From an optimization exercise on the open Yosys and OpenROAD flow, aimed at small area, a short achievable clock period and few clock cycles; shortcuts taken in it are not production practice.
Where RTL was checked, it was by simulation tests only, not by an equivalence proof against the original.
For runs 1 and 5, only the layout was checked, not whether the RTL still works.
Power and IR drop assume default switching activity.

**flow/config.mk**
```make
export PLATFORM = sky130hd
export DESIGN_NAME = dsb1_pid
export DESIGN_NICKNAME = dsb1_pid
export VERILOG_FILES = /design/flow/design.v
export SDC_FILE = /design/flow/constraint.sdc
export NUM_CORES = 4
export LEC_CHECK = 0
export CAP_MARGIN = 20
export CORE_MARGIN = 2
export CORE_UTILIZATION = 40
export SLEW_MARGIN = 20
```
**flow/run.sh**
```bash
#!/bin/bash
# synth_recipe.tcl (not shown) runs the flow's synth.tcl, then flattens the netlist and writes it again
# the make line also repeats each setting of config.mk as NAME=value (left out here)
make -C /OpenROAD-flow-scripts/flow DESIGN_CONFIG=/design/flow/config.mk WORK_HOME=/design/flow/orfs CLKGATE_MAP_FILE= SYNTH_SCRIPT=/design/flow/synth_recipe.tcl finish
```
**flow/design.v**
```verilog
module dsb1_axis (
    input  wire               clk,
    input  wire               init,        
    input  wire               enc_add,     
    input  wire        [15:0] cnt_w,       
    input  wire               tick,        
    input  wire               pos_clear,   
    input  wire        [7:0]  target,
    input  wire        [7:0]  bias,
    output reg         [15:0] cnt,
    output reg         [31:0] pos,
    output wire        [31:0] pos_now,
    output reg         [15:0] last_delta,
    output reg         [7:0]  t_s,
    output reg         [7:0]  b_s
);
    reg pend_v;    
    reg pend_c;    
    wire [15:0] d     = cnt;
    wire        d_rnd = d[15] & (d[1] | d[0]);
    wire [7:0]  a1    = pos[7:0];
    wire [7:0]  b1    = d[9:2];
    wire [8:0]  c1;
    wire [7:0]  lo_n;
    assign c1[0] = d_rnd;
    wire [15:0] ld    = last_delta;
    wire [7:0]  a2    = pos[15:8];
    wire [7:0]  b2    = {ld[15], ld[15], ld[15:10]};
    wire [8:0]  c2;
    wire [7:0]  mid_n;
    assign c2[0] = pend_c;
    genvar gi;
    generate
        for (gi = 0; gi < 8; gi = gi + 1) begin : g_rc
            assign lo_n[gi]    = a1[gi] ^ b1[gi] ^ c1[gi];
            assign c1[gi + 1]  = (a1[gi] & b1[gi]) | (c1[gi] & (a1[gi] ^ b1[gi]));
            assign mid_n[gi]   = a2[gi] ^ b2[gi] ^ c2[gi];
            assign c2[gi + 1]  = (a2[gi] & b2[gi]) | (c2[gi] & (a2[gi] ^ b2[gi]));
        end
    endgenerate
    wire        inc = pend_v & c2[8] & ~ld[15];
    wire        dec = pend_v & ~c2[8] & ld[15];
    wire [15:0] hi  = pos[31:16];
    wire [16:0] run;              
    wire [15:0] hi_n;
    assign run[0] = inc | dec;
    generate
        for (gi = 0; gi < 16; gi = gi + 1) begin : g_hi
            assign run[gi + 1] = run[gi] & (hi[gi] ^ dec);
            assign hi_n[gi]    = hi[gi] ^ run[gi];
        end
    endgenerate
    wire [7:0] mid_now = pend_v ? mid_n : pos[15:8];
    assign pos_now = {hi_n, mid_now, pos[7:0]};
    always @(posedge clk) begin
        if (init) begin
            cnt        <= 16'd0;
            pos        <= 32'd0;
            pend_v     <= 1'b0;
            last_delta <= 16'd0;
        end else if (pos_clear) begin
            pos    <= 32'd0;
            pend_v <= 1'b0;
        end else begin
            pos[31:8] <= {hi_n, mid_now};
            pend_v    <= tick;
            if (tick) begin
                cnt        <= 16'd0;
                last_delta <= d;
                pos[7:0]   <= lo_n;
            end else if (enc_add) begin
                cnt <= cnt_w;
            end
        end
    end
    always @(posedge clk) begin
        if (tick) begin
            t_s    <= target;
            b_s    <= bias;
            pend_c <= c1[8];
        end
    end
endmodule
module dsb1_pid (
    input  wire         clk,
    input  wire         rst,         
    input  wire         ev_valid,
    input  wire [31:0]  ev_word,
    output wire         ev_ready,
    output reg          act_valid,
    output wire [10:0]  act_a,
    output wire [10:0]  act_b,
    output wire [10:0]  act_c,
    output wire [10:0]  act_d,
    output reg          tx_valid,
    output wire [335:0] tx_frame,    
    output reg          pos_valid,
    output reg  [1:0]   pos_axis,
    output reg  [31:0]  pos_value
);
    localparam [3:0] EV_INIT   = 4'h1;
    localparam [3:0] EV_TICK   = 4'h2;
    localparam [3:0] EV_TEL    = 4'h3;
    localparam [3:0] EV_RX     = 4'h4;
    localparam [3:0] EV_COMMIT = 4'h5;
    localparam [3:0] EV_TXDONE = 4'h6;
    localparam [3:0] EV_TXERR  = 4'h7;
    localparam [3:0] EV_POS    = 4'h8;
    localparam [3:0] EV_ENC    = 4'h9;
    localparam [4:0] S_HDR  = 5'd0;
    localparam [4:0] S_TAIL = 5'd10;
    localparam [4:0] S_C0   = 5'd16;
    localparam [4:0] S_C8   = 5'd24;
    localparam [7:0] HEADER = 8'h23;
    localparam [7:0] TAIL   = 8'h21;
    reg       sr_v, sa_v, sb_v, sc_v;
    reg [1:0] sr_k, sc_k;
    reg        rst_q;
    reg        ev_v;
    reg [3:0]  ev_q;
    reg [1:0]  ax_q;
    reg [15:0] data_q;
    reg        hold;      
    assign ev_ready = !hold;
    wire       go      = ev_v && !hold;
    wire       do_tick = go && ev_q == EV_TICK;
    wire       sr_v_n  = do_tick | (sr_v && sr_k != 2'd3);
    wire [1:0] sr_k_n  = do_tick ? 2'd0 : sr_k + 2'd1;
    wire       ev_v_n  = hold ? ev_v : ev_valid;
    wire [3:0] ev_q_n  = hold ? ev_q : ev_word[31:28];
    wire       hold_n  = ev_v_n &&
                         ((ev_q_n == EV_TICK && sr_v_n && sr_k_n != 2'd3) ||
                          (ev_q_n == EV_INIT && (sr_v_n || sr_v)));
    always @(posedge clk) begin
        rst_q <= rst;
        if (rst) begin
            ev_v <= 1'b0;
            hold <= 1'b0;
        end else begin
            ev_v <= ev_v_n;
            hold <= hold_n;
        end
        if (!hold) begin
            ev_q   <= ev_word[31:28];
            ax_q   <= ev_word[27:26];
            data_q <= ev_word[15:0];
        end
    end
    wire [7:0] b = data_q[7:0];
    wire init      = rst_q | (go && ev_q == EV_INIT);
    wire do_tel    = go && ev_q == EV_TEL;
    wire do_rx     = go && ev_q == EV_RX;
    wire do_commit = go && ev_q == EV_COMMIT;
    wire do_txclr  = go && (ev_q == EV_TXDONE || ev_q == EV_TXERR);
    wire do_pos    = go && ev_q == EV_POS;
    wire do_enc    = go && ev_q == EV_ENC;
    reg [7:0] target [0:3];
    reg [7:0] bias   [0:3];
    reg       ramp_en;
    reg       en_s;       
    reg  w21, w2140;
    wire trigger = do_rx && w2140 && b == 8'h21;
    wire [15:0] cnt        [0:3];
    wire [31:0] pos        [0:3];
    wire [31:0] pos_now    [0:3];
    wire [15:0] last_delta [0:3];
    wire [7:0]  t_s        [0:3];
    wire [7:0]  b_s        [0:3];
    wire [15:0] cnt_w = cnt[ax_q] + data_q;
    genvar gi;
    generate
        for (gi = 0; gi < 4; gi = gi + 1) begin : g_axis
            dsb1_axis u_axis (
                .clk        (clk),
                .init       (init),
                .enc_add    (do_enc && ax_q == gi),
                .cnt_w      (cnt_w),
                .tick       (do_tick),
                .pos_clear  (trigger),
                .target     (target[gi]),
                .bias       (bias[gi]),
                .cnt        (cnt[gi]),
                .pos        (pos[gi]),
                .pos_now    (pos_now[gi]),
                .last_delta (last_delta[gi]),
                .t_s        (t_s[gi]),
                .b_s        (b_s[gi])
            );
        end
    endgenerate
    reg signed [8:0]  ramp     [0:3];    
    reg signed [9:0]  integ    [0:3];
    reg signed [16:0] prev_err [0:3];
    reg signed [10:0] out      [0:3];
    assign act_a = out[0];
    assign act_b = out[1];
    assign act_c = out[2];
    assign act_d = out[3];
    wire signed [7:0]  t_r     = t_s[sr_k];
    wire signed [7:0]  b_r     = b_s[sr_k];
    wire signed [8:0]  r_r     = ramp[0];
    wire signed [8:0]  goal    = {t_r, 1'b0};
    wire signed [9:0]  rdiff   = goal - r_r;
    wire               near    = (rdiff > -10'sd55) && (rdiff < 10'sd55);
    wire signed [9:0]  r_up    = r_r + 10'sd55;
    wire signed [9:0]  r_dn    = r_r - 10'sd55;
    wire signed [9:0]  r_mv    = rdiff[9] ? r_dn : r_up;
    wire               to_goal = !en_s || near;
    wire signed [8:0]  ramp_n  = to_goal ? goal : r_mv[8:0];
    wire signed [7:0]  r_half  = (r_mv[8:0] + {8'd0, r_mv[8]}) >>> 1;
    wire signed [7:0]  sp_base = to_goal ? t_r : r_half;
    wire signed [8:0]  sp      = sp_base + b_r;
    reg signed [8:0]  sp_r;
    reg signed [15:0] d_r;
    wire signed [16:0] e       = sp_r - d_r;
    wire               e_hi    = !e[16] && e[15:0] > 16'd1000;
    wire               e_lo    = e[16] && e[15:0] < 16'hFC18;    
    wire signed [11:0] isum    = integ[0] + $signed(e[11:0]);
    wire signed [9:0]  integ_n = (e_hi || (!e_lo && isum > 12'sd500))  ? 10'sd500 :
                                 (e_lo || isum < -12'sd500)            ? -10'sd500 :
                                 isum[9:0];
    wire signed [17:0] base    = (e <<< 1) - (prev_err[0] >>> 1);
    reg signed [17:0] base_q;
    reg               p0_q;
    wire signed [9:0]  i_b  = integ[3];
    wire signed [27:0] y    = $signed({base_q, 10'd0}) + 28'sd205 * i_b + 28'sd100;
    wire        [9:0]  frac = y[9:0];
    reg signed [17:0] fl0_q;      
    reg               dec_q;      
    reg               rem_q;      
    wire signed [17:0] fl    = fl0_q - {17'd0, dec_q};
    wire signed [17:0] t     = fl + {17'd0, fl[17] & rem_q};
    wire signed [10:0] out_n = t > 18'sd1000 ? 11'sd1000 :
                               (t < -18'sd1000 ? -11'sd1000 : t[10:0]);
    integer j;
    always @(posedge clk) begin
        if (rst) begin
            sr_v      <= 1'b0;
            sa_v      <= 1'b0;
            sb_v      <= 1'b0;
            sc_v      <= 1'b0;
            act_valid <= 1'b0;
        end else begin
            sr_v      <= sr_v_n;
            sa_v      <= sr_v;
            sb_v      <= sa_v;
            sc_v      <= sb_v;
            act_valid <= sc_v && sc_k == 2'd3;
        end
        sr_k <= sr_k_n;
        if (sc_v)
            sc_k <= sc_k + 2'd1;
        else
            sc_k <= 2'd0;
        if (do_tick)
            en_s <= ramp_en;
        if (sr_v) begin
            sp_r <= sp;
            d_r  <= last_delta[sr_k];
        end
        if (sa_v) begin
            base_q <= base;
            p0_q   <= prev_err[0][0];
        end
        if (sb_v) begin
            fl0_q <= y[27:10];
            dec_q <= p0_q & (frac <= 10'd610);
            rem_q <= p0_q | (frac > 10'd200);
        end
        if (init) begin
            for (j = 0; j < 4; j = j + 1) begin
                ramp[j]     <= 9'sd0;
                integ[j]    <= 10'sd0;
                prev_err[j] <= 17'sd0;
            end
        end else begin
            if (sr_v) begin
                for (j = 0; j < 3; j = j + 1)
                    ramp[j] <= ramp[j + 1];
                ramp[3] <= ramp_n;
            end
            if (sa_v) begin
                for (j = 0; j < 3; j = j + 1) begin
                    integ[j]    <= integ[j + 1];
                    prev_err[j] <= prev_err[j + 1];
                end
                integ[3]    <= integ_n;
                prev_err[3] <= e;
            end
        end
        if (sc_v)
            out[sc_k] <= out_n;
    end
    reg  [4:0] dst;
    reg  [7:0] pl [0:8];
    wire [3:0] cidx = dst[3:0];    
    wire       rx_store = do_rx && dst >= 5'd1 && dst <= 5'd9;
    always @(posedge clk) begin
        if (rx_store || do_commit) begin
            for (j = 0; j < 8; j = j + 1)
                pl[j] <= pl[j + 1];
            pl[8] <= b;
        end
    end
    always @(posedge clk) begin
        if (init) begin
            dst     <= S_HDR;
            w21     <= 1'b0;
            w2140   <= 1'b0;
            ramp_en <= 1'b0;
            for (j = 0; j < 4; j = j + 1) begin
                target[j] <= 8'd0;
                bias[j]   <= 8'd0;
            end
        end else begin
            if (do_rx) begin
                w21   <= !trigger && b == 8'h21;
                w2140 <= !trigger && w21 && b == 8'h40;
                if (dst == S_HDR) begin
                    if (b == HEADER)
                        dst <= 5'd1;
                end else if (dst == S_TAIL) begin
                    dst <= (b == TAIL) ? S_C0 : S_HDR;
                end else begin
                    dst <= dst + 5'd1;
                end
            end
            if (do_commit) begin
                if (cidx <= 4'd3)
                    target[cidx[1:0]] <= pl[0];
                else if (cidx == 4'd4)
                    ramp_en <= pl[0][0];
                else
                    bias[cidx[1:0] - 2'd1] <= pl[0];
                dst <= (dst == S_C8) ? S_HDR : dst + 5'd1;
            end
        end
    end
    reg busy;
    always @(posedge clk) begin
        if (init)
            busy <= 1'b0;
        else if (do_tel && !busy && data_q[0])
            busy <= 1'b1;
        else if (do_txclr)
            busy <= 1'b0;
    end
    assign tx_frame[7:0]     = HEADER;
    assign tx_frame[335:328] = TAIL;
    generate
        for (gi = 0; gi < 4; gi = gi + 1) begin : g_frame
            assign tx_frame[8 + 16*gi +: 16]   = {{8{target[gi][7]}}, target[gi]};
            assign tx_frame[72 + 32*gi +: 32]  = pos[gi];
            assign tx_frame[200 + 32*gi +: 32] = {{16{last_delta[gi][15]}}, last_delta[gi]};
        end
    endgenerate
    always @(posedge clk) begin
        if (rst) begin
            tx_valid  <= 1'b0;
            pos_valid <= 1'b0;
        end else begin
            tx_valid  <= do_tel && !busy && data_q[0];
            pos_valid <= do_pos;
        end
        if (do_pos)
            pos_axis <= ax_q;
        pos_value <= pos_now[ax_q];
    end
endmodule
```
**flow/constraint.sdc**
```tcl
create_clock -name core_clock -period 36.0 [get_ports {clk}]
set_input_delay 7.2000 -clock core_clock [delete_from_list [all_inputs] [get_ports {clk}]]
set_output_delay 7.2000 -clock core_clock [all_outputs]
set_load 0.01 [all_outputs]
```
==> impl_metrics.csv, run 1 <==
group,metric,value,unit
run_status,status,"no timing/DRC/antenna violations",
critical_path,slowest_stage,"clkdlybuf4s50_1",
synthesis,synthXorXnorAreaFrac,0.04927,
clock_tree,cts_tree,"done",
critical_path,startpoint_type,"flop",
floorplan,ioPinCount,453,
timing,tightestPinTransition,1095,ps
placement,place_congestion,0.9174,
synthesis,synth_top_family_by_area,"simple AND/OR/NAND/NOR gates",
floorplan,core,99710,um2
global_route,antenna_found_initial,1,
global_route,grt_pass1_wl,164400,um
drt,dr.pass1.iters,8,
critical_path,critical-path-top-delay-family,"buffers and inverters",
synthesis,synthDistinctLibCells,92,
critical_path,crit_path_end_kind,"output pin",
clock_tree,clk_pin_slew,60,ps
run,cap_violations,0,
global_route,track_usage,0.2061,
worst_hold_path,hold_path.class,"flop to flop",
critical_path,worst-path-max-fanout,27,
clock_tree,clockBufferDepth,3,
drt,dr_total_vias,28510,
synthesis,synth-async-reset-ratio,0,
floorplan,dieArea,102700,um2
critical_path,worstPathBufferInverterCount,2,
critical_path,crit_required,28800,ps
placement,hpwl,77330,um
clock_tree,ctsHoldBuffers,0,
synthesis,synth_seq_cells,793,
drt,wl,107400,um
critical_path,cp_slowest_stage_delay,610,ps
drt,route.detailed.drc,0,
drt,wl_per_cell,19.59,um
clock_tree,postCtsSetupBuffers,0,
timing,relSlewSlack,0.2675,
global_route,grt_pass1_vias,27540,
timing,skew,30.81,ps
clock_tree,clock_latency,670,ps
floorplan,dieWidth,320.5,um
critical_path,arrival,1930,ps
clock_tree,ctsResizeCount,0,
global_route,grt_max_degree,102,
power_and_ir_drop,power,2.158,mW
power_and_ir_drop,power.density,45.18,nW/um2
drt,drtIter0Drc,1998,
synthesis,synth-simple-area-share,0.1375,
synthesis,synth_compound_area_frac,0.09869,
synthesis,syn_avg_cell_area,10.51,um2
power_and_ir_drop,leakagePower,17.67,nW
critical_path,crit_type,"flop to output pin",
clock_tree,root_buffer,"clkbuf_16",
cells_and_area,fin_nets,4410,
synthesis,syn-cell-area,40070,um2
cells_and_area,fillers,9119,
timing,fmax,109.6,MHz
synthesis,synth_edf_count,333,
timing,slew_viol_final,0,
clock_tree,numCtsBuffers,89,
clock_tree,h-tree-depth,3,
synthesis,synthAdderAreaFrac,0.1023,
synthesis,synth.mux.area_fraction,0.07593,
timing,setup_viol,0,
cells_and_area,layoutNonFillerInstCount,5480,
timing,whs,411.0,ps
synthesis,yosysWarningCount,10,
power_and_ir_drop,vdd.ir_drop.worst,0.03779,mV
synthesis,seq_area_frac_synth,0.4793,
floorplan,fp.dieH,320.5,um
drt,ant_nets,0,
timing,finalHoldViolCount,0,
timing,rsz0062_at_grt,"false",
drt,vias_per_cell,5.202,
cells_and_area,diodes,0,
placement,placed_cells,5313,
cells_and_area,drive_above_1_share,0.06934,
critical_path,cp_cell_sequence,"buf_4 -> clkdlybuf4s50_1",
timing,post-route-period-util,0.2535,
floorplan,num_rows,116,
global_route,grt_overflow,0,
synthesis,synthCells,3813,
timing,tns,0,ps
clock_tree,clock-sinks,793,
timing,fin_crit,9128,ps
cells_and_area,syn_to_final_growth,19.22,%
floorplan,start_util,0.4019,
synthesis,synthFlopType,"dfxtp_1",
placement,io_buffers,426,
## worst paths after layout
check / start / end / slack, ps / depth (start not counted)
setup / recovery: g_axis[2].u_axis.last_delta[15] / tx_frame[284] / 26870 / 2
hold / removal: pl[6][3] / pl[5][3] / 410 / 0
setup reg to reg: sr_k[0] / sp_r[8] / 28070 / 35
hold reg to reg: pl[6][3] / pl[5][3] / 410 / 0
## stage by stage
| step | util | cell area [um2] | setup slack, ps |
|---|---|---|---|
| finish | 0.4792 | 47780 | 26870 |
| CTS | 0.4792 | 47780 | 26820 |
| floorplan | - | 40130 | 26300 |
| global route | 0.4792 | 47780 | 26780 |
| global placement | 0.4498 | 44850 | 26900 |
| detailed placement | 0.4498 | 44850 | 26900 |
## final cells by class
type | instances | area [um2] | share of cell area
clock buffer | 121 | 2459 | 0.05146
clock inverter | 46 | 469.2 | 0.009821
inverter | 213 | 804.5 | 0.01684
multi-input combinational | 2551 | 18700 | 0.3913
sequential | 793 | 19220 | 0.4023
tap | 1298 | 1624 | 0.03399
timing repair buffer | 458 | 4504 | 0.09428
## flip-flops by register name (all words and copies together), names as in the netlist, 5 cells and up
register and count:
d_r 16, out 44, g_axis.u_axis.t_s 32, integ 40, fl0_q 18, g_axis.u_axis.pos 128, target 32, bias 32
sp_r 9, pos_value 32, g_axis.u_axis.cnt 64, base_q 18, dst 5, ramp 36, pl 72, prev_err 68
g_axis.u_axis.b_s 32, g_axis.u_axis.last_delta 64, data_q 16
## placed cells by master (no fill, tap or decap), types with 10 or more instances in the layout
cell and n:
inv_1 209, clkdlybuf4s50_1 426, and3_1 18, nor2b_1 90, xor2_1 85, a222oi_1 31, clkbuf_1 22, a211oi_1 27
dfxtp_1 457, edfxtp_1 333, a21oi_1 252, nor3_1 59, mux2i_1 169, nor2_1 386, nand4_1 10, conb_1 16
nand3b_1 10, nor3b_1 10, buf_4 32, clkbuf_16 90, nand2b_1 18, nand3_1 53, o21ai_0 107, o21a_1 17
xnor2_1 129, o211ai_1 13, or4_1 15, and2_1 48, fa_1 98, a31oi_1 14, ha_1 170, mux4_2 50
nand2_1 395, clkinv_2 21, or3_1 24, a21o_1 42, mux2_2 20, nor4_1 19
## where the power goes
group	switching [mW]	total (mW)	internal, mW
clock	0.386	0.906	0.520
combinational	0.182	0.295	0.113
sequential	0.00724	0.957	0.950
## metal layers
metal,share of wire,GRT usage,vias to the layer above,wire length [um]
li1,-,-,13800,-
met1,0.43,0.2689,13780,46070
met2,0.46,0.3282,760,49290
met3,0.076,0.05235,165,8203
met4,0.035,0.07939,0,3801
met5,0,0,-,0
## logic make-up after synthesis
group                      Yosys count
and+or+nand+nor                   1188
DFF                                793
AOI/OAI and AO/OA                  621
buffers and inverters              483
adders and majority gates          269
muxes                              239
xor gates and xnor gates           218
other                                2
## Yosys cell counts, types with 7 or more instances
cell type | number | share of area
dfxtp_1 | 460 | 0.23
nand2_1 | 395 | 0.037
nor2_1 | 386 | 0.036
edfxtp_1 | 333 | 0.25
a21oi_1 | 253 | 0.032
inv_1 | 209 | 0.020
ha_1 | 171 | 0.053
mux2i_1 | 169 | 0.042
xnor2_1 | 129 | 0.028
clkbuf_1 | 128 | 0.012
buf_4 | 113 | 0.021
o21ai_0 | 108 | 0.013
fa_1 | 98 | 0.049
nor2b_1 | 90 | 0.014
xor2_1 | 85 | 0.019
nor3_1 | 59 | 0.0074
nand3_1 | 53 | 0.0066
mux4_2 | 50 | 0.028
and2_1 | 48 | 0.0075
a21o_1 | 43 | 0.0081
a222oi_1 | 31 | 0.0077
a211oi_1 | 27 | 0.0051
or3_1 | 24 | 0.0037
buf_1 | 23 | 0.0022
mux2_2 | 20 | 0.0056
nor4_1 | 19 | 0.0030
and3_1 | 18 | 0.0028
nand2b_1 | 18 | 0.0028
o21a_1 | 17 | 0.0032
or4_1 | 15 | 0.0028
a31oi_1 | 14 | 0.0022
o211ai_1 | 13 | 0.0024
nand3b_1 | 10 | 0.0019
nand4_1 | 10 | 0.0016
nor3b_1 | 10 | 0.0019
a31o_2 | 9 | 0.0020
o31ai_1 | 9 | 0.0017
o21bai_1 | 8 | 0.0015
a21boi_0 | 7 | 0.0013
a221oi_1 | 7 | 0.0015
a22oi_1 | 7 | 0.0013
==> run 2, diff against run 1 <==
--- a/flow/design.v
+++ b/flow/design.v
@@ -215,7 +215,8 @@
     wire signed [16:0] e       = sp_r - d_r;
     wire               e_hi    = !e[16] && e[15:0] > 16'd1000;
     wire               e_lo    = e[16] && e[15:0] < 16'hFC18;    
-    wire signed [11:0] isum    = integ[0] + $signed(e[11:0]);
+    wire signed [11:0] e12     = e[11:0];
+    wire signed [11:0] isum    = integ[0] + e12;
     wire signed [9:0]  integ_n = (e_hi || (!e_lo && isum > 12'sd500))  ? 10'sd500 :
                                  (e_lo || isum < -12'sd500)            ? -10'sd500 :
                                  isum[9:0];
@@ -223,7 +224,8 @@
     reg signed [17:0] base_q;
     reg               p0_q;
     wire signed [9:0]  i_b  = integ[3];
-    wire signed [27:0] y    = $signed({base_q, 10'd0}) + 28'sd205 * i_b + 28'sd100;
+    wire signed [27:0] bq10 = {base_q, 10'd0};
+    wire signed [27:0] y    = bq10 + 28'sd205 * i_b + 28'sd100;
     wire        [9:0]  frac = y[9:0];
     reg signed [17:0] fl0_q;      
     reg               dec_q;      
@@ -254,19 +256,13 @@
             sc_k <= 2'd0;
         if (do_tick)
             en_s <= ramp_en;
-        if (sr_v) begin
-            sp_r <= sp;
-            d_r  <= last_delta[sr_k];
-        end
-        if (sa_v) begin
-            base_q <= base;
-            p0_q   <= prev_err[0][0];
-        end
-        if (sb_v) begin
-            fl0_q <= y[27:10];
-            dec_q <= p0_q & (frac <= 10'd610);
-            rem_q <= p0_q | (frac > 10'd200);
-        end
+        sp_r   <= sp;
+        d_r    <= last_delta[sr_k];
+        base_q <= base;
+        p0_q   <= prev_err[0][0];
+        fl0_q  <= y[27:10];
+        dec_q  <= p0_q & (frac <= 10'd610);
+        rem_q  <= p0_q | (frac > 10'd200);
         if (init) begin
             for (j = 0; j < 4; j = j + 1) begin
                 ramp[j]     <= 9'sd0;
==> flow/flow/run.sh (new file) <==
#!/bin/bash
set -euo pipefail
bash standard.sh BUFFER_PORTS_ARGS="-buffer_cell sky130_fd_sc_hd__buf_4" finish > standard.log 2>&1
==> flow/standard.sh (new file) <==
#!/bin/bash
# synth_recipe.tcl (not shown) runs the flow's synth.tcl, then flattens the netlist and writes it again
# the make line also repeats each setting of config.mk as NAME=value (left out here)
make -C /OpenROAD-flow-scripts/flow DESIGN_CONFIG=/design/flow/config.mk WORK_HOME=/design/flow/orfs CLKGATE_MAP_FILE= SYNTH_SCRIPT=/design/flow/synth_recipe.tcl "${@:-finish}"
removed: flow/run.sh
==> impl_metrics.csv, run 2 <==
group,metric,value,unit
synthesis,syn-cell-area,39720,um2
clock_tree,clock-sinks,793,
run_status,status,"no timing/DRC/antenna violations",
floorplan,core,98420,um2
placement,io_buffers,426,
drt,dr_total_vias,28230,
drt,drtIter0Drc,2025,
critical_path,worst-path-max-fanout,19,
synthesis,seq_area_frac_synth,0.4675,
synthesis,synthCells,3802,
global_route,antenna_found_initial,1,
clock_tree,clock_latency,680,ps
timing,tightestPinTransition,1070,ps
floorplan,num_rows,115,
global_route,grt_pass1_vias,27180,
critical_path,arrival,1700,ps
cells_and_area,drive_above_1_share,0.1741,
placement,placed_cells,5284,
cells_and_area,top_register,"g_axis.u_axis.pos",
global_route,grt_overflow,0,
drt,wl_per_cell,18.93,um
cells_and_area,largest_reg_flops,128,
power_and_ir_drop,vdd.ir_drop.worst,0.04253,mV
floorplan,dieWidth,319.1,um
synthesis,synth-async-reset-ratio,0,
floorplan,ioPinCount,453,
drt,wl,103200,um
timing,relSlewSlack,0.2866,
placement,hpwl,73560,um
critical_path,crit_path_end_kind,"output pin",
global_route,track_usage,0.1975,
clock_tree,ctsHoldBuffers,0,
power_and_ir_drop,p_int,1.806,mW
global_route,grt_max_degree,175,
placement,place_congestion,0.8470,
synthesis,yosys-top-cells-area,"dfxtp_1 (26%), edfxtp_1 (20%), ha_1 (5.4%)",
clock_tree,ctsResizeCount,0,
critical_path,r2r_cells,32,
timing,rsz0062_at_grt,"false",
synthesis,synthTopCellsByCount,"dfxtp_1 (524), nand2_1 (369), nor2_1 (316), edfxtp_1 (269), inv_1 (241)",
clock_tree,numCtsBuffers,90,
cells_and_area,reg_top3,"g_axis.u_axis.pos: 128 flops, pl: 72 flops, prev_err: 68 flops",
synthesis,synth_seq_cells,793,
timing,post-route-period-util,0.2472,
synthesis,synthFlopType,"dfxtp_1",
drt,dr.pass1.iters,5,
global_route,grt_pass1_wl,158500,um
drt,route.detailed.drc,0,
timing,slew_viol_final,0,
clock_tree,postCtsSetupBuffers,0,
clock_tree,h-tree-depth,3,
timing,skew,58.93,ps
synthesis,synth_edf_count,269,
cells_and_area,final_common_cell,"dfxtp_1",
synthesis,synthDistinctLibCells,91,
power_and_ir_drop,sequentialPowerShare,0.373,
timing,finalHoldViolCount,0,
timing,setup_viol,0,
critical_path,regToRegSetupSlack,28140,ps
clock_tree,clk_pin_slew,60,ps
clock_tree,cts_tree,"done",
synthesis,post-synth-top-count-cell,"dfxtp_1",
synthesis,yosysWarningCount,10,
critical_path,startpoint_type,"flop",
clock_tree,root_buffer,"clkbuf_16",
drt,vias_per_cell,5.178,
timing,tns,0,ps
critical_path,worstSetupStartpoint,"hold",
synthesis,yosysTopAreaCell,"dfxtp_1",
power_and_ir_drop,power.density,57.73,nW/um2
worst_hold_path,hold_path.class,"flop to flop",
synthesis,synth_top_area_share,0.2641,
power_and_ir_drop,p_clk_frac,0.344,
cells_and_area,syn_to_final_growth,16.95,%
power_and_ir_drop,power_frac_comb,0.283,
cells_and_area,fin_nets,4395,
power_and_ir_drop,swShare,0.3264,
cells_and_area,layoutNonFillerInstCount,5451,
power_and_ir_drop,power_switching,0.8751,mW
cells_and_area,diodes,0,
critical_path,r2r-start,"sr_k[0]",
worst_hold_path,hold_start,"prev_err[0][0]",
clock_tree,clockBufferDepth,3,
synthesis,syn_avg_cell_area,10.45,um2
critical_path,crit_type,"flop to output pin",
critical_path,crit_required,28800,ps
floorplan,fp.dieH,319.1,um
timing,fmax,112.4,MHz
critical_path,reg2reg_to,"sp_r[8]",
floorplan,start_util,0.4035,
critical_path,endpoint,"ev_ready",
timing,fin_crit,8898,ps
floorplan,dieArea,101800,um2
cells_and_area,fillers,9237,
power_and_ir_drop,leakagePower,18.35,nW
drt,ant_nets,0,
run,cap_violations,0,
cells_and_area,layout_common_cells,"dfxtp_1 (521), buf_4 (458), nand2_1 (367), nor2_1 (314), edfxtp_1 (269)",
run 2: power groups by stage:
stage	Combinational [mW]	Sequential (mW)	Clock [mW]
after CTS	0.762	1.00	0.944
after detailed placement	0.758	1.02	0
after floorplan	0.583	1.01	0
final	0.760	1.00	0.922
after global placement	0.753	1.02	0
after global routing	0.849	1.00	0.982
run 2: metrics by stage:
stage	area (um2)	total power, mW	util	setup WS (ps)	hold WS (ps)
2_1_floorplan	39770	1.589	-	27840	330.1
3_3_place_gp	43440	1.771	0.4414	27810	346.7
3_5_place_dp	43440	1.777	0.4414	27800	357.8
4_1_cts	46440	2.706	0.4719	27050	368.1
5_1_grt	46450	2.835	0.4719	27000	381.9
6_report	46450	2.682	0.4719	27100	369.8
run 2: metal layers:
metal | share of wire | track usage | wire length, um | vias to the layer above
met4 | 0.035 | 0.07055 | 3602 | 0
met3 | 0.057 | 0.04052 | 5927 | 180
met1 | 0.44 | 0.2622 | 45710 | 13620
li1 | - | - | - | 13740
met2 | 0.46 | 0.3191 | 47970 | 689
met5 | 0 | 0 | 0 | -
run 2: final cells by class:
type	instances	area, um2	area share
Timing Repair Buffer	459	3458	0.07446
Sequential cell	793	18580	0.4000
Inverter	244	920.9	0.01983
Tap cell	1287	1610	0.03467
Clock buffer	122	2475	0.05328
Multi-Input combinational cell	2501	18880	0.4064
Clock inverter	45	529.3	0.01139
run 2: worst max-delay path, cell delays in order (launching register included):
cell and delay, ps:
dfxtp_1 520, inv_1 90, buf_4 230, buf_4 180
run 2: kinds of logic after synthesis:
family / share of synthesized area
adders and majority gates: 0.1041
and+or+nand+nor: 0.1335
xor gates and xnor gates: 0.04981
other: 0.0001891
AOI/OAI and AO/OA: 0.09716
DFF: 0.4675
buffers and inverters: 0.06017
muxes: 0.08755
run 2: how the worst min path moves through the flow:
stage | slack (ps) | endpoint | cells after the start
floorplan | 330 | p0_q | 0
global placement | 350 | p0_q | 0
detailed placement | 360 | p0_q | 0
CTS | 370 | p0_q | 0
global route | 380 | p0_q | 0
finish | 370 | p0_q | 0
Testbench counts of run 2, summed over its fixed seeds: cycles 16,065.
==> run 3, diff against run 2 <==
==> flow/flow/run.sh (replaced) <==
#!/bin/bash
set -euo pipefail
bash standard.sh BUFFER_PORTS_ARGS="-buffer_cell sky130_fd_sc_hd__buf_4" SETUP_SLACK_MARGIN=28 finish > standard.log 2>&1
==> impl_metrics.csv, run 3 <==
group,metric,value,unit
synthesis,yosys-top-cells-area,"dfxtp_1 (26%), edfxtp_1 (20%), ha_1 (5.4%)",
placement,place_congestion,0.8509,
critical_path,crit_path_end_kind,"output pin",
critical_path,cpMostUsedCell,"buf_6",
drt,dr_total_vias,29700,
clock_tree,clock-sinks,793,
synthesis,synthXorXnorAreaFrac,0.04981,
synthesis,post-synth-top-count-cell,"dfxtp_1",
run,cap_violations,0,
timing,finalHoldViolCount,0,
synthesis,seq_area_frac_synth,0.4675,
clock_tree,clk_pin_slew,60,ps
critical_path,worst-path-max-fanout,5,
power_and_ir_drop,power_frac_comb,0.286,
critical_path,endpoint,"tx_frame[51]",
cells_and_area,drive_above_1_share,0.2686,
run_status,status,"no timing/DRC/antenna violations",
critical_path,r2r_cells,17,
timing,tightestPinTransition,1143,ps
clock_tree,h-tree-depth,3,
synthesis,syn_avg_cell_area,10.45,um2
critical_path,crit_cells,2,
timing,whs,366.2,ps
synthesis,yosysWarningCount,10,
timing,rsz0062_at_grt,"true",
clock_tree,numCtsBuffers,89,
cells_and_area,register_area,19190,um2
critical_path,arrival,1400,ps
drt,drtIter0Drc,2278,
timing,slew_viol_final,0,
critical_path,cp_slowest_stage_delay,420,ps
critical_path,worstPathBufferInverterCount,2,
cells_and_area,largest_reg_flops,128,
clock_tree,clock_latency,690,ps
drt,dr.pass1.iters,6,
synthesis,synthCells,3802,
cells_and_area,reg_top3,"g_axis.u_axis.pos: 128 flops, pl: 72 flops, prev_err: 68 flops",
global_route,grt_max_degree,87,
synthesis,syn-cell-area,39720,um2
synthesis,synth-async-reset-ratio,0,
synthesis,synth_seq_cells,793,
drt,wl_per_cell,19.70,um
power_and_ir_drop,power_switching,0.8896,mW
clock_tree,cts_tree,"done",
power_and_ir_drop,power.density,54.12,nW/um2
drt,route.detailed.drc,0,
power_and_ir_drop,leakagePower,20.06,nW
cells_and_area,layout_common_cells,"nand2_1 (367), buf_6 (336), buf_4 (334), nor2_1 (315), dfxtp_1 (294)",
drt,wl,111700,um
global_route,antenna_found_initial,2,
critical_path,crit_type,"flop to output pin",
critical_path,startpoint_type,"flop",
floorplan,core,98420,um2
critical_path,cp_cell_sequence,"buf_6 -> buf_6",
timing,tns,0,ps
cells_and_area,fin_area,50210,um2
global_route,grt_pass1_wl,171200,um
timing,skew,69.52,ps
synthesis,synthAdderAreaFrac,0.1041,
synthesis,synthDistinctLibCells,91,
synthesis,synth_compound_area_frac,0.09716,
cells_and_area,syn_to_final_growth,26.42,%
power_and_ir_drop,swShare,0.3274,
critical_path,critical-path-top-delay-family,"flip-flops",
timing,post-route-period-util,0.2388,
timing,setup_viol,0,
synthesis,synth-simple-area-share,0.1335,
cells_and_area,multi_input_comb_area,18900,um2
cells_and_area,fillers,8815,
power_and_ir_drop,vdd.ir_drop.worst,0.05292,mV
floorplan,dieArea,101800,um2
synthesis,synth_top_family_by_area,"simple AND/OR/NAND/NOR gates",
floorplan,dieWidth,319.1,um
critical_path,r2r-start,"g_axis[1].u_axis.last_delta[10]",
placement,hpwl,74710,um
cells_and_area,fin_nets,4614,
power_and_ir_drop,sequentialPowerShare,0.364,
critical_path,slowest_stage,"edfxtp_1",
placement,placed_cell_area,43430,um2
cells_and_area,final_util,0.5101,
synthesis,synthTopCellsByCount,"dfxtp_1 (524), nand2_1 (369), nor2_1 (316), edfxtp_1 (269), inv_1 (241)",
worst_hold_path,hold_path.class,"flop to flop",
global_route,track_usage,0.2149,
cells_and_area,final_common_cell,"nand2_1",
clock_tree,clockBufferDepth,3,
global_route,grt_overflow,0,
floorplan,ioPinCount,453,
cells_and_area,top_register,"g_axis.u_axis.pos",
cells_and_area,diodes,0,
synthesis,synth_top_area_share,0.2641,
placement,io_buffers,426,
critical_path,crit_required,28800,ps
global_route,grt_pass1_vias,28760,
critical_path,reg2reg_to,"pos_value[31]",
critical_path,worstSetupStartpoint,"target[2][7]",
clock_tree,ctsHoldBuffers,0,
synthesis,synth_edf_count,269,
clock_tree,root_buffer,"clkbuf_16",
synthesis,synth.mux.area_fraction,0.08755,
timing,relSlewSlack,0.2355,
drt,ant_nets,0,
drt,vias_per_cell,5.237,
timing,fmax,116.3,MHz
timing,fin_crit,8597,ps
floorplan,start_util,0.4035,
synthesis,synthFlopType,"dfxtp_1",
power_and_ir_drop,p_clk_frac,0.350,
synthesis,yosysTopAreaCell,"dfxtp_1",
critical_path,regToRegSetupSlack,28400,ps
power_and_ir_drop,p_int,1.828,mW
floorplan,fp.dieH,319.1,um
floorplan,num_rows,115,
## run 3: what timing repair did
item,CTS,global route
buffers inserted,202,19
hold endpoints to repair,0,0
pin swaps,0,1
endpoints found under the setup margin,405,407
resized for setup,636,72
cloned,0,0
## run 3: final cells by class
cell class              instances  share of cell area
clock buffers                 133             0.05149
clock inverters                35             0.01069
inverters                     244             0.01842
multi-input cells            2501              0.3764
flip-flops and latches        793              0.3822
well taps                    1287             0.03207
repair buffers                679              0.1288
## run 3: how the worst min path moves through the flow
stage,start,endpoint,slack (ps),depth (start not counted)
after floorplan,prev_err[0][0],p0_q,330,0
after global placement,prev_err[0][0],p0_q,350,0
after detailed placement,prev_err[0][0],p0_q,350,0
after CTS,prev_err[0][0],p0_q,370,0
after global routing,prev_err[0][0],p0_q,390,0
final,prev_err[0][0],p0_q,370,0
## run 3: cells by family after synthesis
family                     after synthesis
AOI/OAI and AO/OA                      600
xor gates and xnor gates               225
adders and majority gates              271
buffers and inverters                  522
DFF                                    793
muxes                                  272
other                                    2
and+or+nand+nor                       1117
## run 3: power by group through the flow
stage / Combinational [mW] / Clock [mW] / Sequential (mW)
floorplan: 0.583 / 0 / 1.01
global placement: 0.756 / 0 / 1.02
detailed placement: 0.763 / 0 / 1.02
CTS: 0.773 / 0.970 / 0.990
global route: 0.866 / 1.01 / 0.994
finish: 0.778 / 0.950 / 0.989
## run 3: per-layer routing
metal / vias to the layer above / global-route usage / wire length (um)
li1: 14200 / - / -
met1: 14450 / 0.2808 / 48120
met2: 838 / 0.3538 / 53000
met3: 210 / 0.03690 / 6101
met4: 0 / 0.08627 / 4495
met5: - / 0 / 0
## run 3: metrics by stage
stage / setup slack (ps) / total power, mW / cells
2_1_floorplan: 28030 / 1.589 / 3816
3_3_place_gp: 27350 / 1.775 / 5282
3_5_place_dp: 27340 / 1.782 / 5283
4_1_cts: 27380 / 2.733 / 5653
5_1_grt: 27350 / 2.867 / 5672
6_report: 27400 / 2.717 / 5672
==> run 4, diff against run 3 <==
==> flow/run.sh (new file) <==
#!/bin/bash
# synth_recipe.tcl (not shown) runs the flow's synth.tcl, then flattens the netlist and writes it again
# the make line also repeats each setting of config.mk as NAME=value (left out here)
make -C /OpenROAD-flow-scripts/flow DESIGN_CONFIG=/design/flow/config.mk WORK_HOME=/design/flow/orfs CLKGATE_MAP_FILE= SYNTH_SCRIPT=/design/flow/synth_recipe.tcl finish
removed: flow/flow/run.sh
removed: flow/standard.sh
==> impl_metrics.csv, run 4 <==
group,metric,value,unit
power_and_ir_drop,power.density,57.05,nW/um2
cells_and_area,drive_above_1_share,0.07340,
cells_and_area,fin_nets,4399,
global_route,grt_pass1_wl,161800,um
synthesis,synth_seq_cells,793,
critical_path,r2r_cells,32,
cells_and_area,syn_to_final_growth,19.97,%
synthesis,synth_compound_area_frac,0.09716,
synthesis,synthCells,3802,
synthesis,synthAdderAreaFrac,0.1041,
cells_and_area,top_register,"g_axis.u_axis.pos",
drt,ant_nets,0,
floorplan,start_util,0.4035,
cells_and_area,reg_top3,"g_axis.u_axis.pos: 128 flops, pl: 72 flops, prev_err: 68 flops",
power_and_ir_drop,power_switching,0.8901,mW
synthesis,syn-cell-area,39720,um2
synthesis,synth_edf_count,269,
floorplan,dieWidth,319.1,um
synthesis,yosysTopAreaCell,"dfxtp_1",
clock_tree,ctsHoldBuffers,0,
critical_path,startpoint_type,"flop",
synthesis,yosysWarningCount,10,
drt,drtIter0Drc,2363,
critical_path,crit_path_end_kind,"output pin",
timing,fin_crit,9295,ps
synthesis,synth.mux.area_fraction,0.08755,
power_and_ir_drop,swShare,0.3274,
drt,dr_total_vias,28450,
timing,setup_viol,0,
drt,wl,104600,um
clock_tree,root_buffer,"clkbuf_16",
cells_and_area,fin_area,47650,um2
timing,tightestPinTransition,1003,ps
floorplan,ioPinCount,453,
synthesis,syn_avg_cell_area,10.45,um2
timing,fmax,107.6,MHz
clock_tree,h-tree-depth,3,
synthesis,synth_top_family_by_area,"simple AND/OR/NAND/NOR gates",
timing,skew,53.49,ps
cells_and_area,final_common_cell,"dfxtp_1",
global_route,track_usage,0.2018,
global_route,grt_max_degree,110,
power_and_ir_drop,leakagePower,17.67,nW
cells_and_area,diodes,0,
synthesis,synth-async-reset-ratio,0,
placement,io_buffers,426,
synthesis,yosys-top-cells-area,"dfxtp_1 (26%), edfxtp_1 (20%), ha_1 (5.4%)",
placement,hpwl,74740,um
global_route,grt_overflow,0,
critical_path,worst-path-max-fanout,19,
timing,finalHoldViolCount,0,
drt,vias_per_cell,5.214,
cells_and_area,fillers,9062,
timing,relSlewSlack,0.3314,
synthesis,seq_area_frac_synth,0.4675,
floorplan,fp.dieH,319.1,um
synthesis,post-synth-top-count-cell,"dfxtp_1",
drt,wl_per_cell,19.17,um
critical_path,crit_required,28800,ps
clock_tree,numCtsBuffers,88,
clock_tree,postCtsSetupBuffers,0,
timing,rsz0062_at_grt,"false",
clock_tree,clockBufferDepth,3,
critical_path,crit_type,"flop to output pin",
worst_hold_path,whs_path_depth,0,
floorplan,core,98420,um2
timing,post-route-period-util,0.2582,
synthesis,synthFlopType,"dfxtp_1",
power_and_ir_drop,power_frac_comb,0.283,
clock_tree,clk_pin_slew,70,ps
global_route,antenna_found_initial,1,
run,cap_violations,0,
power_and_ir_drop,p_int,1.829,mW
clock_tree,ctsResizeCount,0,
clock_tree,clock_latency,690,ps
synthesis,synthTopCellsByCount,"dfxtp_1 (524), nand2_1 (369), nor2_1 (316), edfxtp_1 (269), inv_1 (241)",
power_and_ir_drop,vdd.ir_drop.worst,0.04696,mV
synthesis,synthXorXnorAreaFrac,0.04981,
floorplan,dieArea,101800,um2
synthesis,synth_top_area_share,0.2641,
synthesis,synthDistinctLibCells,91,
critical_path,arrival,2090,ps
synthesis,synth-simple-area-share,0.1335,
drt,route.detailed.drc,0,
drt,dr.pass1.iters,5,
timing,slew_viol_final,0,
worst_hold_path,hold_path.class,"flop to flop",
placement,placed_cell_area,44530,um2
power_and_ir_drop,sequentialPowerShare,0.368,
placement,place_congestion,0.8657,
run_status,status,"no timing/DRC/antenna violations",
cells_and_area,largest_reg_flops,128,
clock_tree,cts_tree,"done",
cells_and_area,layout_common_cells,"dfxtp_1 (521), clkdlybuf4s50_1 (426), nand2_1 (367), nor2_1 (315), edfxtp_1 (269)",
clock_tree,clock-sinks,793,
timing,tns,0,ps
floorplan,num_rows,115,
power_and_ir_drop,p_clk_frac,0.349,
global_route,grt_pass1_vias,27410,
-- run 4: power groups by stage --
stage	combinational (mW)	clock, mW	sequential [mW]
5_1_grt	0.856	1.01	1.00
6_report	0.770	0.949	1.00
3_3_place_gp	0.758	0	1.02
4_1_cts	0.770	0.974	1.00
2_1_floorplan	0.583	0	1.01
3_5_place_dp	0.764	0	1.02
-- run 4: logic make-up (layout without fill, tap and decap cells) --
| logic type | after synthesis | after routing |
|---|---|---|
| fa+ha+maj | 271 | 271 |
| mux | 272 | 272 |
| compound gates | 600 | 600 |
| xor+xnor | 225 | 225 |
| buf+inv | 522 | 875 |
| simple gates | 1117 | 1117 |
| flops | 793 | 793 |
| other cells | 2 | 16 |
-- run 4: layout make-up --
type	count	area, um2	share of cell area
sequential	793	18580	0.3899
tap	1287	1610	0.03379
clock inverter	51	720.7	0.01512
multi-input combinational	2501	18870	0.3960
clock buffer	115	2395	0.05026
timing repair buffer	465	4557	0.09563
inverter	244	920.9	0.01933
-- run 4: path summary, 6_finish.rpt --
check	startpoint	to	slack, ps
setup / recovery	hold	ev_ready	26710
hold / removal	prev_err[0][0]	p0_q	340
setup reg to reg	sr_k[0]	sp_r[8]	27700
hold reg to reg	prev_err[0][0]	p0_q	340
-- run 4: per-stage QoR --
step                      power [mW]  utilization  worst slack (ps)  cells  hold slack [ps]
after floorplan                1.589            -             27840   3816            330.1
after global placement         1.777       0.4524             27390   5290            344.9
after detailed placement       1.783       0.4525             27380   5290            340.4
after CTS                      2.745       0.4841             26640   5456            339.0
after global routing           2.871       0.4841             26610   5456            367.0
final                          2.719       0.4841             26710   5456            344.1
-- run 4: layer usage --
layer	up-vias	global-route usage	wire, um
li1	13750	-	-
met2	705	0.3310	49280
met3	171	0.03258	5331
met5	-	0	0
met1	13830	0.2721	46620
met4	0	0.06541	3327
-- run 4: critical path, cell delays in order, from the launching register on --
cell	delay, ps
dfxtp_1	410
inv_1	90
buf_4	290
clkdlybuf4s50_1	610
==> run 5, diff against run 4 <==
--- a/flow/design.v
+++ b/flow/design.v
@@ -121,7 +121,8 @@
     reg [1:0]  ax_q;
     reg [15:0] data_q;
     reg        hold;      
-    assign ev_ready = !hold;
+    reg        rdy;       
+    assign ev_ready = rdy;
     wire       go      = ev_v && !hold;
     wire       do_tick = go && ev_q == EV_TICK;
     wire       sr_v_n  = do_tick | (sr_v && sr_k != 2'd3);
@@ -136,9 +137,11 @@
         if (rst) begin
             ev_v <= 1'b0;
             hold <= 1'b0;
+            rdy  <= 1'b1;
         end else begin
             ev_v <= ev_v_n;
             hold <= hold_n;
+            rdy  <= !hold_n;
         end
         if (!hold) begin
             ev_q   <= ev_word[31:28];
@@ -236,19 +239,18 @@
                                (t < -18'sd1000 ? -11'sd1000 : t[10:0]);
     integer j;
     always @(posedge clk) begin
-        if (rst) begin
-            sr_v      <= 1'b0;
-            sa_v      <= 1'b0;
-            sb_v      <= 1'b0;
-            sc_v      <= 1'b0;
-            act_valid <= 1'b0;
+        if (rst_q) begin
+            sr_v <= 1'b0;
+            sa_v <= 1'b0;
+            sb_v <= 1'b0;
+            sc_v <= 1'b0;
         end else begin
-            sr_v      <= sr_v_n;
-            sa_v      <= sr_v;
-            sb_v      <= sa_v;
-            sc_v      <= sb_v;
-            act_valid <= sc_v && sc_k == 2'd3;
+            sr_v <= sr_v_n;
+            sa_v <= sr_v;
+            sb_v <= sa_v;
+            sc_v <= sb_v;
         end
+        act_valid <= !rst && !rst_q && sc_v && sc_k == 2'd3;
         sr_k <= sr_k_n;
         if (sc_v)
             sc_k <= sc_k + 2'd1;
==> impl_metrics.csv, run 5 <==
group,metric,value,unit
clock_tree,numCtsBuffers,88,
timing,finalHoldViolCount,0,
critical_path,crit_cells,2,
power_and_ir_drop,power.density,57.15,nW/um2
clock_tree,postCtsSetupBuffers,0,
floorplan,fp.dieH,319.3,um
timing,whs,355.8,ps
cells_and_area,reg_top3,"g_axis.u_axis.pos: 128 flops, pl: 72 flops, prev_err: 68 flops",
global_route,grt_pass1_vias,27470,
synthesis,synth_seq_cells,794,
power_and_ir_drop,sequentialPowerShare,0.369,
run_status,status,"no timing/DRC/antenna violations",
critical_path,critical-path-top-delay-family,"buffers and inverters",
global_route,grt_pass1_wl,162000,um
synthesis,synthFlopType,"dfxtp_1",
cells_and_area,fin_area,47550,um2
placement,place_congestion,0.8441,
power_and_ir_drop,power_frac_comb,0.290,
global_route,grt_max_degree,107,
clock_tree,clock_latency,690,ps
drt,dr.pass1.iters,8,
floorplan,num_rows,115,
synthesis,synthDistinctLibCells,97,
cells_and_area,syn_to_final_growth,19.60,%
power_and_ir_drop,swShare,0.3288,
critical_path,worst-path-max-fanout,24,
critical_path,slowest_stage,"clkdlybuf4s50_1",
clock_tree,clock-sinks,794,
critical_path,arrival,2250,ps
clock_tree,ctsResizeCount,0,
clock_tree,ctsHoldBuffers,0,
drt,dr_total_vias,28370,
synthesis,synth-async-reset-ratio,0,
synthesis,yosysTopAreaCell,"dfxtp_1",
drt,route.detailed.drc,0,
timing,post-route-period-util,0.2626,
timing,tightestPinTransition,1086,ps
critical_path,crit_type,"flop to output pin",
critical_path,reg2reg_to,"sp_r[8]",
clock_tree,clk_pin_slew,60,ps
cells_and_area,drive_above_1_share,0.07299,
synthesis,syn-cell-area,39760,um2
synthesis,synth_edf_count,269,
placement,place_ws,27250,ps
clock_tree,cts_tree,"done",
timing,relSlewSlack,0.2759,
timing,fin_crit,9454,ps
critical_path,crit_path_end_kind,"output pin",
critical_path,regToRegSetupSlack,27950,ps
drt,vias_per_cell,5.204,
worst_hold_path,hold_start,"prev_err[0][0]",
timing,fmax,105.8,MHz
synthesis,synthCells,3796,
clock_tree,h-tree-depth,3,
synthesis,yosys-top-cells-area,"dfxtp_1 (26%), edfxtp_1 (20%), ha_1 (5.4%)",
clock_tree,clockBufferDepth,3,
critical_path,r2r_cells,32,
timing,slew_viol_final,0,
critical_path,cp_slowest_stage_delay,600,ps
floorplan,core,98420,um2
power_and_ir_drop,power_switching,0.8935,mW
cells_and_area,final_util,0.4831,
cells_and_area,layout_common_cells,"dfxtp_1 (522), clkdlybuf4s50_1 (426), nand2_1 (365), nor2_1 (312), edfxtp_1 (269)",
power_and_ir_drop,vdd.ir_drop.worst,0.03905,mV
timing,rsz0062_at_grt,"false",
worst_hold_path,hold_path.class,"flop to flop",
drt,wl,105400,um
synthesis,post-synth-top-count-cell,"dfxtp_1",
power_and_ir_drop,p_clk_frac,0.341,
timing,skew,57.30,ps
drt,wl_per_cell,19.34,um
synthesis,seq_area_frac_synth,0.4675,
critical_path,startpoint_type,"flop",
cells_and_area,top_register,"g_axis.u_axis.pos",
drt,drtIter0Drc,2192,
drt,ant_nets,0,
critical_path,endpoint,"tx_frame[217]",
floorplan,dieArea,101900,um2
placement,placed_cell_area,44550,um2
timing,setup_viol,0,
critical_path,cp_cell_sequence,"buf_4 -> clkdlybuf4s50_1",
synthesis,synth_top_area_share,0.2644,
synthesis,syn_avg_cell_area,10.47,um2
critical_path,worstPathBufferInverterCount,2,
timing,setup_ws,26550,ps
global_route,grt_overflow,0,
floorplan,dieWidth,319.3,um
cells_and_area,final_common_cell,"dfxtp_1",
timing,tns,0,ps
global_route,track_usage,0.2036,
critical_path,worstSetupStartpoint,"g_axis[0].u_axis.last_delta[15]",
critical_path,r2r-start,"sr_k[0]",
cells_and_area,fin_nets,4400,
floorplan,start_util,0.4040,
clock_tree,root_buffer,"clkbuf_16",
placement,hpwl,75330,um
placement,io_buffers,426,
critical_path,crit_required,28800,ps
global_route,antenna_found_initial,3,
synthesis,yosysWarningCount,10,
power_and_ir_drop,p_int,1.824,mW
cells_and_area,largest_reg_flops,128,
cells_and_area,diodes,0,
floorplan,ioPinCount,453,
power_and_ir_drop,leakagePower,17.57,nW
run,cap_violations,0,
synthesis,synthTopCellsByCount,"dfxtp_1 (525), nand2_1 (366), nor2_1 (313), edfxtp_1 (269), inv_1 (247)",
==> run 5: changes by cell type in the layout (fill, tap and decap cells not counted), sizes merged, moves of 9 or more <==
cell and delta:
xor2 -10, and3 -22, nor2b +21, o21a +13, a211oi +9, clkbuf +9
a21oi -17, clkinv -12, nor3 +15
==> run 5: worst min path at each step <==
| stage | endpoint | slack [ps] | cells after the start |
|---|---|---|---|
| 6_report | p0_q | 360 | 0 |
| 2_1_floorplan | p0_q | 330 | 0 |
| 4_1_cts | p0_q | 360 | 0 |
| 5_1_grt | p0_q | 370 | 0 |
| 3_3_place_gp | p0_q | 350 | 0 |
| 3_5_place_dp | p0_q | 350 | 0 |
==> run 5: metal layers <==
| layer | vias up | wire length [um] | track usage |
|---|---|---|---|
| met2 | 779 | 49320 | 0.3327 |
| met1 | 13640 | 45300 | 0.2641 |
| li1 | 13750 | - | - |
| met3 | 209 | 6437 | 0.03925 |
| met4 | 0 | 4367 | 0.08459 |
| met5 | - | 0 | 0 |
==> run 5: cell families after synthesis <==
family,after synthesis,synth area share
adder cells (fa/ha/maj),271,0.1040
multiplexers,258,0.08245
other,2,0.0001889
flip-flops,794,0.4675
AO/OA/AOI/OAI,611,0.1017
buffers and inverters,522,0.06190
XOR/XNOR,221,0.04941
AND/OR/NAND/NOR,1117,0.1329
==> run 5: final cells by class <==
class / count / area, um2
tap: 1287 / 1610
clock buffer: 124 / 2499
fill: 9117 / 50870
inverter: 248 / 935.9
sequential: 794 / 18600
multi-input combinational: 2494 / 18820
timing repair buffer: 468 / 4579
clock inverter: 37 / 505.5
==> run 5: stage by stage <==
stage	instances	power (mW)
after floorplan	3810	1.618
after detailed placement	5291	1.812
after CTS	5452	2.749
final	5452	2.718
after global routing	5452	2.874
after global placement	5291	1.803
==> run 5: power groups by stage <==
| stage | Sequential, mW | Combinational [mW] | Clock [mW] |
|---|---|---|---|
| after global routing | 1.01 | 0.881 | 0.985 |
| after detailed placement | 1.02 | 0.790 | 0 |
| after floorplan | 1.01 | 0.612 | 0 |
| after global placement | 1.02 | 0.781 | 0 |
| after CTS | 1.00 | 0.794 | 0.951 |
| final | 1.00 | 0.789 | 0.927 |
==> run 6, diff against run 5 <==
--- a/flow/design.v
+++ b/flow/design.v
@@ -11,6 +11,7 @@
     output reg         [31:0] pos,
     output wire        [31:0] pos_now,
     output reg         [15:0] last_delta,
+    output reg                ld_neg_n,    
     output reg         [7:0]  t_s,
     output reg         [7:0]  b_s
 );
@@ -58,6 +59,7 @@
             pos        <= 32'd0;
             pend_v     <= 1'b0;
             last_delta <= 16'd0;
+            ld_neg_n   <= 1'b1;
         end else if (pos_clear) begin
             pos    <= 32'd0;
             pend_v <= 1'b0;
@@ -67,6 +69,7 @@
             if (tick) begin
                 cnt        <= 16'd0;
                 last_delta <= d;
+                ld_neg_n   <= ~d[15];
                 pos[7:0]   <= lo_n;
             end else if (enc_add) begin
                 cnt <= cnt_w;
@@ -159,6 +162,7 @@
     wire do_enc    = go && ev_q == EV_ENC;
     reg [7:0] target [0:3];
     reg [7:0] bias   [0:3];
+    reg [3:0] tgt_neg_n;    
     reg       ramp_en;
     reg       en_s;       
     reg  w21, w2140;
@@ -167,6 +171,7 @@
     wire [31:0] pos        [0:3];
     wire [31:0] pos_now    [0:3];
     wire [15:0] last_delta [0:3];
+    wire [3:0]  ld_neg_n;
     wire [7:0]  t_s        [0:3];
     wire [7:0]  b_s        [0:3];
     wire [15:0] cnt_w = cnt[ax_q] + data_q;
@@ -186,6 +191,7 @@
                 .pos        (pos[gi]),
                 .pos_now    (pos_now[gi]),
                 .last_delta (last_delta[gi]),
+                .ld_neg_n   (ld_neg_n[gi]),
                 .t_s        (t_s[gi]),
                 .b_s        (b_s[gi])
             );
@@ -306,6 +312,7 @@
             w21     <= 1'b0;
             w2140   <= 1'b0;
             ramp_en <= 1'b0;
+            tgt_neg_n <= 4'hF;
             for (j = 0; j < 4; j = j + 1) begin
                 target[j] <= 8'd0;
                 bias[j]   <= 8'd0;
@@ -324,8 +331,10 @@
                 end
             end
             if (do_commit) begin
-                if (cidx <= 4'd3)
-                    target[cidx[1:0]] <= pl[0];
+                if (cidx <= 4'd3) begin
+                    target[cidx[1:0]]    <= pl[0];
+                    tgt_neg_n[cidx[1:0]] <= ~pl[0][7];
+                end
                 else if (cidx == 4'd4)
                     ramp_en <= pl[0][0];
                 else
@@ -347,9 +356,9 @@
     assign tx_frame[335:328] = TAIL;
     generate
         for (gi = 0; gi < 4; gi = gi + 1) begin : g_frame
-            assign tx_frame[8 + 16*gi +: 16]   = {{8{target[gi][7]}}, target[gi]};
+            assign tx_frame[8 + 16*gi +: 16]   = {{8{~tgt_neg_n[gi]}}, target[gi]};
             assign tx_frame[72 + 32*gi +: 32]  = pos[gi];
-            assign tx_frame[200 + 32*gi +: 32] = {{16{last_delta[gi][15]}}, last_delta[gi]};
+            assign tx_frame[200 + 32*gi +: 32] = {{16{~ld_neg_n[gi]}}, last_delta[gi]};
         end
     endgenerate
     always @(posedge clk) begin
==> flow/flow/run.sh (new file) <==
#!/bin/bash
set -euo pipefail
bash standard.sh BUFFER_PORTS_ARGS="-buffer_cell sky130_fd_sc_hd__buf_4" finish > standard.log 2>&1
==> flow/standard.sh (new file) <==
#!/bin/bash
# synth_recipe.tcl (not shown) runs the flow's synth.tcl, then flattens the netlist and writes it again
# the make line also repeats each setting of config.mk as NAME=value (left out here)
make -C /OpenROAD-flow-scripts/flow DESIGN_CONFIG=/design/flow/config.mk WORK_HOME=/design/flow/orfs CLKGATE_MAP_FILE= SYNTH_SCRIPT=/design/flow/synth_recipe.tcl "${@:-finish}"
removed: flow/run.sh
==> impl_metrics.csv, run 6 <==
group,metric,value,unit
run_status,status,"no timing/DRC/antenna violations",
critical_path,startpoint_type,"flop",
placement,place_congestion,0.8388,
clock_tree,cts_tree,"done",
clock_tree,h-tree-depth,3,
synthesis,synth_edf_count,269,
drt,drtIter0Drc,1810,
cells_and_area,diodes,0,
critical_path,worst-path-max-fanout,16,
cells_and_area,final_util,0.4750,
synthesis,yosysWarningCount,10,
worst_hold_path,whs_path_depth,0,
clock_tree,numCtsBuffers,90,
synthesis,yosys-top-cells-area,"dfxtp_1 (27%), edfxtp_1 (20%), ha_1 (5.5%)",
drt,dr.pass1.iters,9,
synthesis,post-synth-top-count-cell,"dfxtp_1",
critical_path,r2r_cells,33,
timing,rsz0062_at_grt,"false",
global_route,track_usage,0.1977,
global_route,grt_pass1_wl,159700,um
critical_path,regToRegSetupSlack,28400,ps
clock_tree,ctsHoldBuffers,0,
power_and_ir_drop,power.density,59.42,nW/um2
critical_path,crit_required,28800,ps
power_and_ir_drop,leakagePower,18.62,nW
timing,skew,40.06,ps
cells_and_area,final_common_cell,"dfxtp_1",
timing,fmax,113.4,MHz
cells_and_area,reg_top3,"g_axis.u_axis.pos: 128 flops, pl: 72 flops, prev_err: 68 flops",
global_route,grt_pass1_vias,27620,
worst_hold_path,hold_start,"prev_err[0][0]",
synthesis,seq_area_frac_synth,0.4693,
placement,io_buffers,426,
timing,tns,0,ps
global_route,grt_overflow,0,
drt,wl_per_cell,18.76,um
critical_path,reg2reg_to,"sp_r[8]",
floorplan,ioPinCount,453,
clock_tree,ctsResizeCount,0,
worst_hold_path,min_to,"p0_q",
cells_and_area,top_register,"g_axis.u_axis.pos",
synthesis,yosysTopAreaCell,"dfxtp_1",
timing,post-route-period-util,0.2449,
cells_and_area,fillers,9195,
synthesis,synthFlopType,"dfxtp_1",
synthesis,synth-async-reset-ratio,0,
floorplan,dieWidth,320.0,um
cells_and_area,fin_nets,4444,
clock_tree,clock_latency,680,ps
synthesis,synth_top_area_share,0.2671,
floorplan,fp.dieH,320.0,um
critical_path,crit_path_end_kind,"output pin",
timing,finalHoldViolCount,0,
synthesis,synthCells,3840,
power_and_ir_drop,vdd.ir_drop.worst,0.04442,mV
synthesis,synthTopCellsByCount,"dfxtp_1 (533), nand2_1 (380), nor2_1 (334), edfxtp_1 (269), inv_1 (235)",
cells_and_area,layout_common_cells,"dfxtp_1 (530), buf_4 (454), nand2_1 (378), nor2_1 (333), edfxtp_1 (269)",
synthesis,synth_seq_cells,802,
clock_tree,postCtsSetupBuffers,0,
synthesis,synthDistinctLibCells,81,
clock_tree,root_buffer,"clkbuf_16",
drt,route.detailed.drc,0,
clock_tree,clock-sinks,802,
placement,hpwl,74310,um
global_route,antenna_found_initial,2,
drt,dr_total_vias,28540,
timing,slew_viol_final,0,
cells_and_area,largest_reg_flops,128,
cells_and_area,drive_above_1_share,0.1698,
synthesis,syn-cell-area,39950,um2
timing,relSlewSlack,0.2427,
floorplan,dieArea,102400,um2
worst_hold_path,hold_path.class,"flop to flop",
timing,tightestPinTransition,1127,ps
clock_tree,clk_pin_slew,60,ps
floorplan,num_rows,115,
run,cap_violations,0,
drt,ant_nets,0,
drt,vias_per_cell,5.192,
timing,fin_crit,8816,ps
floorplan,start_util,0.4047,
critical_path,r2r-start,"sr_k[0]",
synthesis,syn_avg_cell_area,10.40,um2
timing,setup_viol,0,
critical_path,arrival,1620,ps
critical_path,crit_type,"flop to output pin",
clock_tree,clockBufferDepth,3,
global_route,grt_max_degree,191,
cells_and_area,syn_to_final_growth,17.35,%
drt,wl,103100,um
floorplan,core,98710,um2
==> run 6: changes by cell type after synthesis, sizes merged, moves of 13 or more <==
cell   previous run  this run
a21o             34        47
and3             21        34
nand2           366       380
nor2            313       334
o21a             26        13
o21ai           110       128
xnor2           134       118
==> run 6: per-stage QoR <==
step | area (um2) | hold slack [ps] | worst slack [ps] | power (mW) | cells
2_1_floorplan | 40000 | 330.1 | 28030 | 1.633 | 3854
3_3_place_gp | 43730 | 367.7 | 27770 | 1.829 | 5331
3_5_place_dp | 43730 | 367.9 | 27740 | 1.837 | 5331
4_1_cts | 46880 | 378.1 | 27150 | 2.811 | 5498
5_1_grt | 46880 | 385.6 | 27110 | 2.949 | 5498
6_report | 46880 | 370.5 | 27180 | 2.786 | 5498
==> run 6: logic make-up after synthesis <==
group	after synthesis	synth area share
simple gates	1157	0.1366
flops	802	0.4693
compound gates	622	0.09979
buf+inv	503	0.05725
other cells	2	0.0001880
xor+xnor	213	0.04758
fa+ha+maj	273	0.1039
mux	268	0.08541
==> run 6: final cells by class <==
cell class | instances | area [um2] | share of cell area
clock buffers | 123 | 2487 | 0.05306
clock inverters | 44 | 660.6 | 0.01409
inverters | 238 | 898.4 | 0.01916
multi-input cells | 2549 | 19040 | 0.4061
flip-flops and latches | 802 | 18760 | 0.4001
well taps | 1287 | 1610 | 0.03435
repair buffers | 455 | 3428 | 0.07313
==> run 6: per-layer routing <==
metal	part of all wire	global-route usage	wire (um)	vias up
li1	-	-	-	13920
met1	0.44	0.2594	45550	13770
met2	0.48	0.3321	49400	680
met3	0.049	0.03223	5016	173
met4	0.031	0.06427	3178	0
met5	0	0	0	-
==> run 6: worst max path at each step <==
| stage | startpoint | end | slack (ps) | cells past startpoint |
|---|---|---|---|---|
| 2_1_floorplan | g_axis[0].u_axis.ld_neg_n | tx_frame[217] | 28030 | 2 |
| 3_3_place_gp | ev_word[28] | rdy | 27770 | 6 |
| 3_5_place_dp | ev_word[28] | rdy | 27740 | 6 |
| 4_1_cts | g_axis[1].u_axis.ld_neg_n | tx_frame[256] | 27150 | 2 |
| 5_1_grt | g_axis[3].u_axis.ld_neg_n | tx_frame[326] | 27110 | 2 |
| 6_report | g_axis[3].u_axis.ld_neg_n | tx_frame[313] | 27180 | 2 |
==> run 6: where the power goes <==
| group | switching, mW | internal [mW] |
|---|---|---|
| logic | 0.498 | 0.315 |
| registers | 0.0276 | 0.979 |
| clock network | 0.383 | 0.582 |
| total | 0.909 | 1.88 |
==> run 6: worst max-delay path, stage by stage (launching register included) <==
cell and delay [ps]:
dfxtp_1 340, inv_1 390, buf_4 220
Testbench counts of run 6, summed over its fixed seeds: cycles 16,065.

==> static timing again, ports no longer ideal <==
Ports are ideal in the flow. The routed layouts listed here were re-timed in OpenROAD.
Step 1 assumes that a clkbuf_16 drives the clock port and a buf_2 every other input.
Step 2 adds t to the input delays and takes it off the output delays; t is the mean of the earliest and latest rising clock arrival at the registers after step 1. Input paths then give back, and output paths get back, about the clock's delay inside the block.
Three values: no drivers, after step 1, after step 2; two values: the first two.
| run | t (ns) | slack for setup (ns) | cell pins on the clock port's net |
|---|---|---|---|
| run 1 | 0.724 | 26.873 / 26.805 / 27.027 | 1 |
| run 2 | 0.713 | 27.103 / 27.038 / 27.751 | 1 |
| run 3 | 0.728 | 27.403 / 27.330 / 27.848 | 1 |
| run 4 | 0.726 | 26.705 / 26.640 / 27.367 | 1 |
| run 5 | 0.730 | 26.546 / 26.475 / 27.205 | 1 |
| run 6 | 0.724 | 27.184 / 27.119 / 27.713 | 1 |
After both steps every run listed still meets setup and hold.
